Source: an optimization exercise on an open RTL-to-GDS flow (aim: small area, a short achievable clock period and few clock cycles). Production flows keep margins and buffers that such runs may drop.
RTL that was checked went through simulation tests only; none was proved equivalent to the original.
Power figures rest on the tool's default switching activity, not on a simulated workload.

==> flow/design.v (excerpt) <==
module sdrb (
    input  wire        clk,
    input  wire        rst_n,
    input  wire        cmd_valid,
    output wire        cmd_ready,
    input  wire [31:0] cmd_word,
    input  wire [31:0] cmd_arg0,
    input  wire [31:0] cmd_arg1,
    output wire        rsp_valid,
    input  wire        rsp_ready,
    output wire [31:0] rsp_data,
    output wire        rsp_err
);
For scale: ~140 I/O pins, about 150000 um2 of cells after synthesis.
==> flow/config.mk <==
export PLATFORM = sky130hd
export DESIGN_NAME = sdrb
export DESIGN_NICKNAME = sdrb
export VERILOG_FILES = /design/flow/design.v
export SDC_FILE = /design/flow/constraint.sdc
export NUM_CORES = 8
export LEC_CHECK = 0
export CAP_MARGIN = 20
export CORE_MARGIN = 2
export CORE_UTILIZATION = 40
export CTS_BUF_LIST = sky130_fd_sc_hd__clkbuf_4 sky130_fd_sc_hd__clkbuf_8
export SLEW_MARGIN = 20
==> flow/constraint.sdc <==
create_clock -name core_clock -period 60.0 [get_ports {clk}]
set_input_delay 12.0000 -clock core_clock [delete_from_list [all_inputs] [get_ports {clk}]]
set_output_delay 12.0000 -clock core_clock [all_outputs]
set_load 0.01 [all_outputs]
standard.sh (not shown) runs the stock make flow with config.mk's settings and CLKGATE_MAP_FILE= SYNTH_SCRIPT=/design/flow/synth_recipe.tcl, a recipe that flattens the netlist after the stock synthesis.
==> flow/flow/run.sh <==
#!/bin/bash
# Layout flow: the standard flow (standard.sh) unchanged, except that the
# buffers ORFS puts on every input and output port at placement are
# sky130_fd_sc_hd__buf_2 cells instead of the cell buffer_ports picks itself.
# Runs in the work folder; the flow's full output goes to standard.log here.
set -o pipefail
export BUFFER_PORTS_ARGS="-buffer_cell sky130_fd_sc_hd__buf_2"
bash standard.sh > standard.log 2>&1
The baseline completed with no timing, DRC or antenna violations.
Then changed:
--- a/flow/config.mk
+++ b/flow/config.mk
@@ -8,5 +8,4 @@
 export CAP_MARGIN = 20
 export CORE_MARGIN = 2
-export CORE_UTILIZATION = 40
-export CTS_BUF_LIST = sky130_fd_sc_hd__clkbuf_4 sky130_fd_sc_hd__clkbuf_8
+export CORE_UTILIZATION = 25
 export SLEW_MARGIN = 20
The new run went through all stages and came out clean.
Hold slack gets worse by 0.0088 ns.
Power is higher slightly.
Synthesized cell count is unchanged.
Core utilization is lower by 16 points.
Global-route usage is lower by 12 points.
Clock-buffer cell count is lower by 246.
Clock skew is lower by 0.019 ns.
Final area is higher by a few percent.
Via count stays flat.
No run of this note included a check of the RTL's function; only the layout flow was run.

Setup of JK:
Another version of the RTL of sdrb (not shown whole).
Size: ~13,000 cells after synthesis, ~2,200 flip-flops, ~140,000 sq um of cells after synthesis.
Settings: LEC_CHECK=0, CAP_MARGIN=20, CORE_MARGIN=2, CORE_UTILIZATION=25, SLEW_MARGIN=20; clock period 60.0 ns.
==> flow/flow/run.sh <==
#!/bin/bash
# Layout flow: the standard flow (standard.sh) with these changes:
#  - ABC maps the logic with flow/abc_map.script (delay target 20 ns, with
#    area recovery) instead of ORFS's abc_speed.script; everything else in
#    synthesis is ORFS's (synth_recipe.tcl), so the registers are the same;
#  - the port buffers ORFS inserts at placement are sky130_fd_sc_hd__buf_2;
#  - clock tree synthesis uses larger sink clusters and no dummy loads.
# Runs in the work folder; the flow's full output goes to standard.log here.
set -o pipefail
rm -rf scripts
cp -r "$FLOW_HOME/scripts" scripts
cp flow/abc_map.script scripts/abc_speed.script
export SCRIPTS_DIR="$PWD/scripts"
export BUFFER_PORTS_ARGS="-buffer_cell sky130_fd_sc_hd__buf_2"
export CTS_ARGS="-sink_clustering_enable -repair_clock_nets -dont_use_dummy_load -sink_clustering_size 20 -sink_clustering_max_diameter 100"
bash standard.sh > standard.log 2>&1
==> flow/flow/abc_map.script <==
&get -n
&st
&syn2
&synch2
&dch -f
&nf
&st
&dch -f
&nf
&put
topo
stime -c
upsize -c
dnsize -c
Testbench counts of JK, summed over its fixed seeds: cycles 14,546.
#### Input delta (MS over JK)
==> flow/flow/abc_map.script <==
&get -n
&st
&synch2
&dch -f
&nf -D 20000
&st
&dch -f
&nf -D 20000
&put
buffer -c
topo
stime -c
upsize -c
dnsize -c
==> comparison <==
The lower leakage power of the design came out of JK.
Layout buffer count excluding clock buffers shrinks slightly when moving from JK to MS.
Re number of hold-slack violations in the final timing report: no difference whatsoever between JK and MS.
| multi-input gate area in the final layout | lower: JK |
MS vs JK on fmax: MS is the higher one.
Routed wire length in MS is 0.60% below JK.
Taking JK as the reference, in MS sequential power lost about 5%, maximum vdd drop lost 0.016 mV.
Delta (MS minus JK): clock-buffer cell count dropped about 2%; final non-filler cell total climbed 1.2%.

== old ==
Another version of the RTL of sdrb (not shown whole).
For scale: ~13000 cells after synthesis, roughly 140 I/O pins, ~0.14 sq mm of cells after synthesis.
==> flow/config.mk <==
export PLATFORM = sky130hd
export DESIGN_NAME = sdrb
export DESIGN_NICKNAME = sdrb
export VERILOG_FILES = /design/flow/design.v
export SDC_FILE = /design/flow/constraint.sdc
export NUM_CORES = 8
export LEC_CHECK = 0
export CAP_MARGIN = 20
export CORE_MARGIN = 2
export CORE_UTILIZATION = 40
export SLEW_MARGIN = 20
==> flow/constraint.sdc <==
create_clock -name core_clock -period 60.0 [get_ports {clk}]
set_input_delay 12.0000 -clock core_clock [delete_from_list [all_inputs] [get_ports {clk}]]
set_output_delay 12.0000 -clock core_clock [all_outputs]
set_load 0.01 [all_outputs]
==> flow/flow/run.sh <==
#!/bin/bash
# Layout flow: the standard flow (standard.sh) with these changes:
#  - ABC maps the logic with flow/abc_map.script (fewer delay-driven
#    restructuring rounds, more area recovery) instead of ORFS's
#    abc_speed.script; the rest of synthesis is ORFS's (synth_recipe.tcl), so
#    the registers are the standard synthesis's;
#  - flow/fa_polarity.py then removes inverters around full adders in the
#    synthesized netlist (it rewires, never changes a register);
#  - the port buffers ORFS inserts at placement are sky130_fd_sc_hd__buf_2;
#  - clock tree synthesis uses larger sink clusters and no dummy loads.
# Runs in the work folder; each tool's full output goes to a log file here.
set -eo pipefail
rm -rf scripts
cp -r "$FLOW_HOME/scripts" scripts
cp flow/abc_map.script scripts/abc_speed.script
export SCRIPTS_DIR="$PWD/scripts"
export BUFFER_PORTS_ARGS="-buffer_cell sky130_fd_sc_hd__buf_2"
export CTS_ARGS="-sink_clustering_enable -repair_clock_nets -dont_use_dummy_load -sink_clustering_size 12 -sink_clustering_max_diameter 60 -buf_list sky130_fd_sc_hd__clkbuf_8"
R="$PWD/orfs/results/$FLOW_PLATFORM/sdrb/base"
bash standard.sh "$R/1_2_yosys.v" > synth.log 2>&1
cp "$R/1_2_yosys.v" yosys_netlist_before_fa_polarity.v
python3 flow/fa_polarity.py yosys_netlist_before_fa_polarity.v "$R/1_2_yosys.v" > fa_polarity.log 2>&1
bash standard.sh > standard.log 2>&1
Other scripts of this flow, unchanged in this note and not shown: flow/flow/abc_map.script, flow/flow/fa_polarity.py
Testbench counts of old, summed over its fixed seeds: cycles 14,162.
Changes in new relative to old:
--- a/flow/flow/run.sh
+++ b/flow/flow/run.sh
@@ -9,3 +9,5 @@
 #  - the port buffers ORFS inserts at placement are sky130_fd_sc_hd__buf_2;
-#  - clock tree synthesis uses larger sink clusters and no dummy loads.
+#  - clock tree synthesis builds the tree from sky130_fd_sc_hd__clkbuf_8
+#    cells, with sink clusters of at most 12 registers within 60 um, and
+#    inserts no dummy loads.
 # Runs in the work folder; each tool's full output goes to a log file here.
==> summary.txt <==
Reported for new and old, maximum number of pins on one net before global-route repair turned out identical to the last digit. Compared old against new; post-route setup TNS within noise. old -> new: starting DRC count in detailed routing delta 0, exact match. Comparing old against new, there is no change at all in share of the cycle needed by the critical path after routing. On total length of routed met3 wires, new and old are neck and neck. new vs. old: worst reg2reg path depth held steady, number of nets in the layout level, global-route usage roughly the same. As far as setup slack goes, new and old are indistinguishable; the numbers are identical. Taking old as the reference, in new area added between synthesis and finish ~0 delta; worst hold slack stayed essentially flat.

port drivers added, routing unchanged:
The flow's constraints put no driver on any port. The routed layouts listed below were extracted and timed again, unchanged, in two steps.
Step 1 assumes that a clkbuf_16 drives the clock port and a buf_2 every other input.
Step 2 also shifts input and output timing later by t, the mid clock arrival at the registers, as if the neighbouring blocks saw the same clock.
Three values: no drivers, after step 1, after step 2; two values: the first two.
run	t (ns)	setup slack, ns	clock arrival spread, ns
the first run of note 1	1.194	35.504 / 35.481 / 35.481	0.152 / 0.152
the second run of note 1	1.032	35.518 / 35.494 / 35.494	0.158 / 0.158
JK	0.952	35.394 / 35.370 / 35.370	0.124 / 0.123
MS	0.979	35.509 / 35.475 / 35.475	0.144 / 0.144
old	1.192	35.614 / 35.592 / 35.592	0.227 / 0.227
new	1.192	35.614 / 35.592 / 35.592	0.227 / 0.227
After both steps every run listed still meets setup and hold. For MS, which loses most, drivers alone change the setup slack by -0.034 ns; drivers and shift together by -0.034 ns.
